This design comes from an exercise in tuning for small area, a short achievable clock period and few clock cycles on the open sky130 flow, not from production work. Function was checked by simulation only, so behaviour that the tests miss may differ from the original. The clock port is modelled as an ideal driver; clocking choices that lean on that would not hold on a real chip.

==> run Y: inputs <==
// oob_dispatcher
module oob_dispatcher #(
    parameter NREG    = 8,      
    parameter PMAX    = 8,      
    parameter PKT_MAX = 2048    
) (
    input  wire        clk,
    input  wire        rst,
    input  wire        cfg_we,
    input  wire [7:0]  cfg_addr,
    input  wire [7:0]  cfg_data,
    input  wire        in_valid,
    output wire        in_ready,
    input  wire        in_tick,
    input  wire [7:0]  in_data,
    output reg         rsp_valid,
    input  wire        rsp_ready,
    output reg  [7:0]  rsp_data,
    output wire        oob_valid,
    input  wire        oob_ready,
    output wire [2:0]  oob_kind,
    output wire [2:0]  oob_reg,
    output wire [3:0]  oob_cid,
    output wire [11:0] oob_len,
    output wire [7:0]  oob_data
);
Settings: LEC_CHECK=0, CAP_MARGIN=20, CORE_MARGIN=2, CORE_UTILIZATION=40, PLACE_DENSITY=0.6, SLEW_MARGIN=20; clock period 16.0 ns.
standard.sh (not shown) runs the stock make flow with config.mk's settings and CLKGATE_MAP_FILE= SYNTH_SCRIPT=/design/flow/synth_recipe.tcl, a recipe that flattens the netlist after the stock synthesis.
==> flow/flow/run.sh <==
#!/bin/bash
# The standard layout (standard.sh), with three changes to how it is built:
# the port buffers are buf_4 cells instead of the resizer's default pick,
# clock tree synthesis inserts no dummy loads, and timing repair aims for
# a setup margin beyond the flow settings' range, so that it sizes the
# design's paths for a shorter period than the one it is signed off at.
# The SDC, the clock period and every other step are the standard flow's own.
set -uo pipefail
export BUFFER_PORTS_ARGS="-buffer_cell sky130_fd_sc_hd__buf_4"
export CTS_ARGS="-sink_clustering_enable -repair_clock_nets -dont_use_dummy_load -sink_clustering_size 30 -sink_clustering_max_diameter 150"
export SETUP_SLACK_MARGIN=12
bash standard.sh > standard.log 2>&1
==> run M: changes against run Y <==
--- a/flow/design.v
+++ b/flow/design.v
@@ -77,66 +77,53 @@
             timeout[7:0] <= c_data;
         if (rst)
             timeout[15:8] <= 8'd0;
         else if (c_we && c_addr == 8'h81)
             timeout[15:8] <= c_data;
     end
     reg        t_v, t_tick;
     reg [7:0]  t_b;
-    reg        p_v, p_tick;
-    reg [7:0]  p_b;
     reg        k_v, k_tick;
     reg [7:0]  k_b;
     reg        rdy;
     assign in_ready = rdy;
     wire take = in_valid && !k_v;
     wire go;                           
     wire t_free = !t_v || go;          
     always @(posedge clk) begin
         if (rst) begin
             t_v <= 1'b0;
-            p_v <= 1'b0;
             k_v <= 1'b0;
             rdy <= 1'b1;
-        end else begin
-            if (t_free)
-                t_v <= p_v;
-            if (!p_v || t_free) begin
-                if (k_v) begin
-                    p_v <= 1'b1;
-                    k_v <= 1'b0;
-                    rdy <= 1'b1;
-                end else begin
-                    p_v <= take;
-                end
-            end else if (take) begin
-                k_v <= 1'b1;
-                rdy <= 1'b0;
-            end
+        end else if (t_free) begin
+            if (k_v) begin
+                t_v <= 1'b1;
+                k_v <= 1'b0;
+                rdy <= 1'b1;
+            end else begin
+                t_v <= take;
+            end
+        end else if (take) begin
+            k_v <= 1'b1;
+            rdy <= 1'b0;
         end
     end
     always @(posedge clk) begin
         if (t_free) begin
-            t_tick <= p_tick;
-            t_b    <= p_b;
-        end
-        if (!p_v || t_free) begin
-            p_tick <= k_v ? k_tick : in_tick;
-            p_b    <= k_v ? k_b    : in_data;
+            t_tick <= k_v ? k_tick : in_tick;
+            t_b    <= k_v ? k_b    : in_data;
         end
         if (!k_v) begin
             k_tick <= in_tick;
             k_b    <= in_data;
         end
     end
     reg [1:0]        phase;
     reg [NREG*3-1:0] cur;             
-    reg [NREG-1:0]   e_c, e_1, e_0;
-    reg [NREG-1:0]   md_c, md_1;
     reg [2:0]        hcnt;            
     reg              h_ok;            
     reg              h_lt, h_eq;      
     reg              h_zero;          
     reg [2:0]        f_reg;
     reg [3:0]        f_cid;
     reg [11:0]       f_len;           
     reg [11:0]       f_cnt;           
@@ -149,53 +136,45 @@
     reg              o_v, o_te;
     reg [2:0]        o_kind, o_reg;
     reg [7:0]        o_data;
     reg              x_v, x_te;
     reg [2:0]        x_kind, x_reg;
     reg [7:0]        x_data;
     reg [7:0]        pc;
     reg              m, m0;
-    reg [2:0]        cu, lm, cr, ci;
+    reg [2:0]        cu, lm, cr;
     reg [NREG*3-1:0] ncur;
-    reg [NREG-1:0]   hit, first, adv_c, adv_1;
-    reg [NREG-1:0]   ne_c, ne_1, ne_0;
+    reg [NREG-1:0]   hit, first;
     reg              any_hit, win_bulk;
     reg [2:0]        win, win_lm;
-    wire             t_scan = t_v && !t_tick && (phase == P_SCAN);
     function [7:0] sel8(input [63:0] v, input [2:0] i);
         reg [7:0] a, b, c, d;
         begin
             a = i[0] ? v[15:8]  : v[7:0];
             b = i[0] ? v[31:24] : v[23:16];
             c = i[0] ? v[47:40] : v[39:32];
             d = i[0] ? v[63:56] : v[55:48];
             a = i[1] ? b : a;
             c = i[1] ? d : c;
             sel8 = i[2] ? c : a;
         end
     endfunction
     always @(*) begin
         for (r = 0; r < NREG; r = r + 1) begin
             cu = cur[r*3 +: 3];
             lm = plm[r*3 +: 3];
-            m  = md_c[r] ? e_c[r] : md_1[r] ? e_1[r] : e_0[r];
-            m0 = e_0[r];
+            pc = sel8(pat[r*PMAX*8 +: PMAX*8], cu);
+            m  = (t_b == pc);
+            m0 = (t_b == pat[r*PMAX*8 +: 8]);
             if (m)       cr = cu + 3'd1;
             else if (m0) cr = 3'd1;
             else         cr = 3'd0;
             hit[r]   = pen[r] && (m ? (cu == lm) : (m0 && lm == 3'd0));
-            adv_c[r] = pen[r] && m && !(cu == lm);
-            adv_1[r] = pen[r] && !m && m0 && !(lm == 3'd0);
             ncur[r*3 +: 3] = (!pen[r] || hit[r]) ? 3'd0 : cr;
-            ci = t_scan ? cu + 3'd1 : cu;
-            pc = sel8(pat[r*PMAX*8 +: PMAX*8], ci);
-            ne_c[r] = (p_b == pc);
-            ne_1[r] = (p_b == pat[(r*PMAX + 1)*8 +: 8]);
-            ne_0[r] = (p_b == pat[r*PMAX*8 +: 8]);
         end
         any_hit = |hit;
         for (r = 0; r < NREG; r = r + 1)
             first[r] = hit[r] && !(|(hit & ((1 << r) - 1)));
         win      = 3'd0;
         win_lm   = 3'd0;
         win_bulk = 1'b0;
         for (r = 0; r < NREG; r = r + 1)
@@ -231,18 +210,18 @@
     wire        n_lt   = h_lt || (h_eq && d_lt);
     wire        n_eq   = h_eq && d_eq;
     wire        n_zero = h_zero && (b_dig == 4'd0);
     wire [11:0] len10  = {f_len[8:0], 3'd0} + {f_len[10:0], 1'b0} + {8'd0, b_dig};
     wire        hdr_good = n_ok && (n_lt || n_eq);
     wire        is_scan = (phase == P_SCAN);
     wire        is_hdr  = (phase == P_HDR);
     reg         q_full;           
-    wire        last    = (f_cnt + 12'd1 == f_len);
-    wire        tmo     = (f_tc == timeout);
+    wire        last    = (f_cnt == 12'd1);
+    wire        tmo     = (f_tc == 16'd0);
     wire block = x_v
               || (is_hdr && o_v)
               || (q_full && is_scan && !t_tick);
     assign go = t_v && !block;
     wire go_byte = go && !t_tick;
     wire go_tick = go && t_tick;
     reg        rec_v, rec_te;
     reg [2:0]  rec_kind, rec_reg;
@@ -282,29 +261,25 @@
             end
             endcase
         end
     end
     always @(posedge clk) begin
         if (rst) begin
             phase <= P_SCAN;
             cur   <= {NREG*3{1'b0}};
-            md_c  <= {NREG{1'b0}};
-            md_1  <= {NREG{1'b0}};
             s2_v  <= 1'b0;
         end else begin
             s2_v <= go_byte && is_scan;
             if (go_tick) begin
                 if (!is_scan && tmo) phase <= P_SCAN;
             end else if (go_byte) begin
                 case (phase)
                 P_SCAN: begin
                     cur   <= any_hit ? {NREG*3{1'b0}} : ncur;
-                    md_c  <= any_hit ? {NREG{1'b0}} : adv_c;
-                    md_1  <= any_hit ? {NREG{1'b0}} : adv_1;
                     if (any_hit && win_bulk)
                         phase <= P_HDR;
                 end
                 P_HDR: begin
                     if (hcnt == 3'd4) begin
                         if (!hdr_good || n_zero) phase <= P_SCAN;
                         else                     phase <= P_PAYLOAD;
                     end
@@ -312,59 +287,62 @@
                 default: begin
                     if (last) phase <= P_SCAN;
                 end
                 endcase
             end
         end
     end
     always @(posedge clk) begin
+        if (rst) begin
+            f_cid <= 4'd0;
+            f_len <= 12'd0;
+        end else if (go_byte && is_hdr) begin
+            if (hcnt == 3'd0) begin
+                f_cid <= hexval(t_b);
+                f_len <= 12'd0;
+            end else begin
+                f_len <= len10;
+            end
+        end
+    end
+    always @(posedge clk) begin
         if (go_tick) begin
             if (!is_scan)
-                f_tc <= f_tc + 16'd1;
+                f_tc <= f_tc - 16'd1;
         end else if (go_byte) begin
-            f_tc <= 16'd0;
+            f_tc <= timeout;
             case (phase)
             P_SCAN: begin
                 f_reg <= win;
                 hcnt  <= 3'd0;
             end
             P_HDR: begin
                 hcnt <= hcnt + 3'd1;
                 if (hcnt == 3'd0) begin
                     h_ok   <= is_hex(t_b);
-                    f_cid  <= hexval(t_b);
                     h_lt   <= 1'b0;
                     h_eq   <= 1'b1;
                     h_zero <= 1'b1;
-                    f_len  <= 12'd0;
                 end else begin
                     h_ok   <= n_ok;
                     h_lt   <= n_lt;
                     h_eq   <= n_eq;
                     h_zero <= n_zero;
-                    f_len  <= len10;
                     if (hcnt == 3'd4)
-                        f_cnt <= 12'd0;
+                        f_cnt <= len10;
                 end
             end
             default: begin
-                f_cnt <= f_cnt + 12'd1;
+                f_cnt <= f_cnt - 12'd1;
             end
             endcase
         end
     end
     always @(posedge clk) begin
-        if (t_free) begin
-            e_c <= ne_c;
-            e_1 <= ne_1;
-            e_0 <= ne_0;
-        end
-    end
-    always @(posedge clk) begin
         s2_hit <= any_hit;
         s2_lm  <= win_lm;
     end
     reg [7:1] th;
     reg [3:0] hmax;
     always @(*) begin
         th = 7'd0;
         for (r = 0; r < NREG; r = r + 1)
@@ -398,25 +376,30 @@
             end
             if (!rsp_valid || rsp_ready) begin
                 rsp_valid <= q_rel;
                 if (q_rel) q_rd <= q_rd + 4'd1;
             end
         end
     end
     always @(posedge clk) begin
-        if ((!rsp_valid || rsp_ready) && q_rel)
+        if (rst)
+            rsp_data <= 8'd0;
+        else if ((!rsp_valid || rsp_ready) && q_rel)
             rsp_data <= q_mem[q_rd[2:0]];
     end
     wire o_pop  = o_v && oob_ready;
     wire o_free = !o_v || (o_pop && !o_te);
     always @(posedge clk) begin
         if (rst) begin
-            o_v <= 1'b0;
-            x_v <= 1'b0;
+            o_v    <= 1'b0;
+            o_kind <= K_DATA;
+            o_reg  <= 3'd0;
+            o_data <= 8'd0;
+            x_v    <= 1'b0;
         end else begin
             if (o_pop && o_te) begin
                 o_kind <= K_END;
                 o_te   <= 1'b0;
             end else if (o_free) begin
                 if (x_v) begin
                     o_v    <= 1'b1;
                     o_kind <= x_kind;
==> flow/flow/run.sh (replaced) <==
#!/bin/bash
# The standard layout (standard.sh), with three changes to how it is built:
# the port buffers are buf_2 cells instead of the resizer's default pick,
# clock tree synthesis inserts no dummy loads, and timing repair aims for
# a setup margin beyond the flow settings' range, so that it sizes the
# design's paths for a shorter period than the one it is signed off at.
# The SDC, the clock period and every other step are the standard flow's own.
set -uo pipefail
export BUFFER_PORTS_ARGS="-buffer_cell sky130_fd_sc_hd__buf_2"
export CTS_ARGS="-sink_clustering_enable -repair_clock_nets -dont_use_dummy_load -sink_clustering_size 22 -sink_clustering_max_diameter 110"
export SETUP_SLACK_MARGIN=11.8
bash standard.sh > standard.log 2>&1
==> flow/config.mk (replaced) <==
export PLATFORM = sky130hd
export DESIGN_NAME = oob_dispatcher
export DESIGN_NICKNAME = oob_dispatcher
export VERILOG_FILES = /design/flow/design.v
export SDC_FILE = /design/flow/constraint.sdc
export NUM_CORES = 4
export LEC_CHECK = 0
export CAP_MARGIN = 20
export CORE_MARGIN = 2
export CORE_UTILIZATION = 65
export PLACE_DENSITY = 0.8
export SLEW_MARGIN = 20
==> run Z: changes against run Y <==
--- a/flow/design.v
+++ b/flow/design.v
@@ -77,66 +77,53 @@
             timeout[7:0] <= c_data;
         if (rst)
             timeout[15:8] <= 8'd0;
         else if (c_we && c_addr == 8'h81)
             timeout[15:8] <= c_data;
     end
     reg        t_v, t_tick;
     reg [7:0]  t_b;
-    reg        p_v, p_tick;
-    reg [7:0]  p_b;
     reg        k_v, k_tick;
     reg [7:0]  k_b;
     reg        rdy;
     assign in_ready = rdy;
     wire take = in_valid && !k_v;
     wire go;                           
     wire t_free = !t_v || go;          
     always @(posedge clk) begin
         if (rst) begin
             t_v <= 1'b0;
-            p_v <= 1'b0;
             k_v <= 1'b0;
             rdy <= 1'b1;
-        end else begin
-            if (t_free)
-                t_v <= p_v;
-            if (!p_v || t_free) begin
-                if (k_v) begin
-                    p_v <= 1'b1;
-                    k_v <= 1'b0;
-                    rdy <= 1'b1;
-                end else begin
-                    p_v <= take;
-                end
-            end else if (take) begin
-                k_v <= 1'b1;
-                rdy <= 1'b0;
-            end
+        end else if (t_free) begin
+            if (k_v) begin
+                t_v <= 1'b1;
+                k_v <= 1'b0;
+                rdy <= 1'b1;
+            end else begin
+                t_v <= take;
+            end
+        end else if (take) begin
+            k_v <= 1'b1;
+            rdy <= 1'b0;
         end
     end
     always @(posedge clk) begin
         if (t_free) begin
-            t_tick <= p_tick;
-            t_b    <= p_b;
-        end
-        if (!p_v || t_free) begin
-            p_tick <= k_v ? k_tick : in_tick;
-            p_b    <= k_v ? k_b    : in_data;
+            t_tick <= k_v ? k_tick : in_tick;
+            t_b    <= k_v ? k_b    : in_data;
         end
         if (!k_v) begin
             k_tick <= in_tick;
             k_b    <= in_data;
         end
     end
     reg [1:0]        phase;
     reg [NREG*3-1:0] cur;             
-    reg [NREG-1:0]   e_c, e_1, e_0;
-    reg [NREG-1:0]   md_c, md_1;
     reg [2:0]        hcnt;            
     reg              h_ok;            
     reg              h_lt, h_eq;      
     reg              h_zero;          
     reg [2:0]        f_reg;
     reg [3:0]        f_cid;
     reg [11:0]       f_len;           
     reg [11:0]       f_cnt;           
@@ -149,53 +136,45 @@
     reg              o_v, o_te;
     reg [2:0]        o_kind, o_reg;
     reg [7:0]        o_data;
     reg              x_v, x_te;
     reg [2:0]        x_kind, x_reg;
     reg [7:0]        x_data;
     reg [7:0]        pc;
     reg              m, m0;
-    reg [2:0]        cu, lm, cr, ci;
+    reg [2:0]        cu, lm, cr;
     reg [NREG*3-1:0] ncur;
-    reg [NREG-1:0]   hit, first, adv_c, adv_1;
-    reg [NREG-1:0]   ne_c, ne_1, ne_0;
+    reg [NREG-1:0]   hit, first;
     reg              any_hit, win_bulk;
     reg [2:0]        win, win_lm;
-    wire             t_scan = t_v && !t_tick && (phase == P_SCAN);
     function [7:0] sel8(input [63:0] v, input [2:0] i);
         reg [7:0] a, b, c, d;
         begin
             a = i[0] ? v[15:8]  : v[7:0];
             b = i[0] ? v[31:24] : v[23:16];
             c = i[0] ? v[47:40] : v[39:32];
             d = i[0] ? v[63:56] : v[55:48];
             a = i[1] ? b : a;
             c = i[1] ? d : c;
             sel8 = i[2] ? c : a;
         end
     endfunction
     always @(*) begin
         for (r = 0; r < NREG; r = r + 1) begin
             cu = cur[r*3 +: 3];
             lm = plm[r*3 +: 3];
-            m  = md_c[r] ? e_c[r] : md_1[r] ? e_1[r] : e_0[r];
-            m0 = e_0[r];
+            pc = sel8(pat[r*PMAX*8 +: PMAX*8], cu);
+            m  = (t_b == pc);
+            m0 = (t_b == pat[r*PMAX*8 +: 8]);
             if (m)       cr = cu + 3'd1;
             else if (m0) cr = 3'd1;
             else         cr = 3'd0;
             hit[r]   = pen[r] && (m ? (cu == lm) : (m0 && lm == 3'd0));
-            adv_c[r] = pen[r] && m && !(cu == lm);
-            adv_1[r] = pen[r] && !m && m0 && !(lm == 3'd0);
             ncur[r*3 +: 3] = (!pen[r] || hit[r]) ? 3'd0 : cr;
-            ci = t_scan ? cu + 3'd1 : cu;
-            pc = sel8(pat[r*PMAX*8 +: PMAX*8], ci);
-            ne_c[r] = (p_b == pc);
-            ne_1[r] = (p_b == pat[(r*PMAX + 1)*8 +: 8]);
-            ne_0[r] = (p_b == pat[r*PMAX*8 +: 8]);
         end
         any_hit = |hit;
         for (r = 0; r < NREG; r = r + 1)
             first[r] = hit[r] && !(|(hit & ((1 << r) - 1)));
         win      = 3'd0;
         win_lm   = 3'd0;
         win_bulk = 1'b0;
         for (r = 0; r < NREG; r = r + 1)
@@ -231,18 +210,18 @@
     wire        n_lt   = h_lt || (h_eq && d_lt);
     wire        n_eq   = h_eq && d_eq;
     wire        n_zero = h_zero && (b_dig == 4'd0);
     wire [11:0] len10  = {f_len[8:0], 3'd0} + {f_len[10:0], 1'b0} + {8'd0, b_dig};
     wire        hdr_good = n_ok && (n_lt || n_eq);
     wire        is_scan = (phase == P_SCAN);
     wire        is_hdr  = (phase == P_HDR);
     reg         q_full;           
-    wire        last    = (f_cnt + 12'd1 == f_len);
-    wire        tmo     = (f_tc == timeout);
+    wire        last    = (f_cnt == 12'd1);
+    wire        tmo     = (f_tc == 16'd0);
     wire block = x_v
               || (is_hdr && o_v)
               || (q_full && is_scan && !t_tick);
     assign go = t_v && !block;
     wire go_byte = go && !t_tick;
     wire go_tick = go && t_tick;
     reg        rec_v, rec_te;
     reg [2:0]  rec_kind, rec_reg;
@@ -282,29 +261,25 @@
             end
             endcase
         end
     end
     always @(posedge clk) begin
         if (rst) begin
             phase <= P_SCAN;
             cur   <= {NREG*3{1'b0}};
-            md_c  <= {NREG{1'b0}};
-            md_1  <= {NREG{1'b0}};
             s2_v  <= 1'b0;
         end else begin
             s2_v <= go_byte && is_scan;
             if (go_tick) begin
                 if (!is_scan && tmo) phase <= P_SCAN;
             end else if (go_byte) begin
                 case (phase)
                 P_SCAN: begin
                     cur   <= any_hit ? {NREG*3{1'b0}} : ncur;
-                    md_c  <= any_hit ? {NREG{1'b0}} : adv_c;
-                    md_1  <= any_hit ? {NREG{1'b0}} : adv_1;
                     if (any_hit && win_bulk)
                         phase <= P_HDR;
                 end
                 P_HDR: begin
                     if (hcnt == 3'd4) begin
                         if (!hdr_good || n_zero) phase <= P_SCAN;
                         else                     phase <= P_PAYLOAD;
                     end
@@ -312,59 +287,62 @@
                 default: begin
                     if (last) phase <= P_SCAN;
                 end
                 endcase
             end
         end
     end
     always @(posedge clk) begin
+        if (rst) begin
+            f_cid <= 4'd0;
+            f_len <= 12'd0;
+        end else if (go_byte && is_hdr) begin
+            if (hcnt == 3'd0) begin
+                f_cid <= hexval(t_b);
+                f_len <= 12'd0;
+            end else begin
+                f_len <= len10;
+            end
+        end
+    end
+    always @(posedge clk) begin
         if (go_tick) begin
             if (!is_scan)
-                f_tc <= f_tc + 16'd1;
+                f_tc <= f_tc - 16'd1;
         end else if (go_byte) begin
-            f_tc <= 16'd0;
+            f_tc <= timeout;
             case (phase)
             P_SCAN: begin
                 f_reg <= win;
                 hcnt  <= 3'd0;
             end
             P_HDR: begin
                 hcnt <= hcnt + 3'd1;
                 if (hcnt == 3'd0) begin
                     h_ok   <= is_hex(t_b);
-                    f_cid  <= hexval(t_b);
                     h_lt   <= 1'b0;
                     h_eq   <= 1'b1;
                     h_zero <= 1'b1;
-                    f_len  <= 12'd0;
                 end else begin
                     h_ok   <= n_ok;
                     h_lt   <= n_lt;
                     h_eq   <= n_eq;
                     h_zero <= n_zero;
-                    f_len  <= len10;
                     if (hcnt == 3'd4)
-                        f_cnt <= 12'd0;
+                        f_cnt <= len10;
                 end
             end
             default: begin
-                f_cnt <= f_cnt + 12'd1;
+                f_cnt <= f_cnt - 12'd1;
             end
             endcase
         end
     end
     always @(posedge clk) begin
-        if (t_free) begin
-            e_c <= ne_c;
-            e_1 <= ne_1;
-            e_0 <= ne_0;
-        end
-    end
-    always @(posedge clk) begin
         s2_hit <= any_hit;
         s2_lm  <= win_lm;
     end
     reg [7:1] th;
     reg [3:0] hmax;
     always @(*) begin
         th = 7'd0;
         for (r = 0; r < NREG; r = r + 1)
@@ -398,25 +376,30 @@
             end
             if (!rsp_valid || rsp_ready) begin
                 rsp_valid <= q_rel;
                 if (q_rel) q_rd <= q_rd + 4'd1;
             end
         end
     end
     always @(posedge clk) begin
-        if ((!rsp_valid || rsp_ready) && q_rel)
+        if (rst)
+            rsp_data <= 8'd0;
+        else if ((!rsp_valid || rsp_ready) && q_rel)
             rsp_data <= q_mem[q_rd[2:0]];
     end
     wire o_pop  = o_v && oob_ready;
     wire o_free = !o_v || (o_pop && !o_te);
     always @(posedge clk) begin
         if (rst) begin
-            o_v <= 1'b0;
-            x_v <= 1'b0;
+            o_v    <= 1'b0;
+            o_kind <= K_DATA;
+            o_reg  <= 3'd0;
+            o_data <= 8'd0;
+            x_v    <= 1'b0;
         end else begin
             if (o_pop && o_te) begin
                 o_kind <= K_END;
                 o_te   <= 1'b0;
             end else if (o_free) begin
                 if (x_v) begin
                     o_v    <= 1'b1;
                     o_kind <= x_kind;
==> flow/flow/run.sh (replaced) <==
#!/bin/bash
# The standard layout (standard.sh), with three changes to how it is built:
# the port buffers are buf_2 cells instead of the resizer's default pick,
# clock tree synthesis inserts no dummy loads, and timing repair aims for
# a setup margin beyond the flow settings' range, so that it sizes the
# design's paths for a shorter period than the one it is signed off at.
# The SDC, the clock period and every other step are the standard flow's own.
set -uo pipefail
export BUFFER_PORTS_ARGS="-buffer_cell sky130_fd_sc_hd__buf_2"
export CTS_ARGS="-sink_clustering_enable -repair_clock_nets -dont_use_dummy_load -sink_clustering_size 22 -sink_clustering_max_diameter 110"
export SETUP_SLACK_MARGIN=11.8
bash standard.sh > standard.log 2>&1
==> flow/config.mk (replaced) <==
export PLATFORM = sky130hd
export DESIGN_NAME = oob_dispatcher
export DESIGN_NICKNAME = oob_dispatcher
export VERILOG_FILES = /design/flow/design.v
export SDC_FILE = /design/flow/constraint.sdc
export NUM_CORES = 4
export LEC_CHECK = 0
export CAP_MARGIN = 20
export CORE_MARGIN = 2
export CORE_UTILIZATION = 75
export PLACE_DENSITY = 0.88
export SLEW_MARGIN = 20
==> comparison table <==
metric                                                                  run Y        run Z        run M
Status                                       no timing/DRC/antenna violations  no timing/DRC/antenna violations  no timing/DRC/antenna violations
Non-clock buffer count in the final layout                                125          188          181
Number of DRC markers after the initial detailed-route iteration        2,115        3,290        2,758
Hold Worst Slack                                                    0.4805 ns    0.4843 ns    0.4710 ns
Met3 Wirelength                                                       4849 um    10,020 um      8258 um
Number of cells produced by synthesis                                   2,547        2,636        2,636
Met1 demand-to-capacity share in global routing                        25.03%       47.54%       41.49%
Number of enable-type register cells in the synthesized netlist           734          663          663
Effective utilization at floorplan                                     40.50%       75.70%       65.59%
Endpoint, Worst Hold                                                  md_1[4]       k_b[5]   timeout[6]
Start of the worst register-to-register path                           t_tick       cur[9]       cur[9]
Syn-to-layout area delta                                               7.756%       9.160%       9.299%
Clock skew after layout                                            0.07804 ns   0.04711 ns   0.05954 ns
Post-detailed-placement cell area                                 0.04040 mm2  0.03688 mm2  0.03698 mm2
Die Y                                                                314.6 um     223.1 um     239.3 um
Distinct cell type count of the synthesized netlist                        80           83           83
Maximum fanout along the worst path                                         2            2            3
Metal2 WL                                                           43,020 um    45,500 um    42,460 um
Testbench counts of run Y, summed over its fixed seeds: cycles 86,948.
Testbench counts of run M, summed over its fixed seeds: cycles 86,940.
Testbench counts of run Z, summed over its fixed seeds: cycles 86,940.

-- afterwards: timing with drivers on the ports --
Ports are ideal in the flow. The routed layouts listed here were re-timed in OpenROAD.
Step 1: set_driving_cell puts a clkbuf_16 on clk and a buf_2 on each other input, an assumption about the parent block.
Step 2 moves the port delays by t, midway between the first and last clock arrival at a register: inputs arrive t later, outputs are due t later. That takes back most of the time a late clock gives input paths.
a / b / c = ideal / step 1 / step 2; a / b = the first two.
run | t (ns) | setup slack, ns | worst data-port slew with drivers (ns)
run Y | 0.648 | 11.628 / 11.553 / 11.460 | 0.06
run M | 0.643 | 11.718 / 11.658 / 11.286 | 0.05
run Z | 0.655 | 11.716 / 11.656 / 11.278 | 0.07
After both steps every run listed still meets setup and hold. For run Z, which loses most, drivers alone change the setup slack by -0.060 ns; drivers and shift together by -0.438 ns.
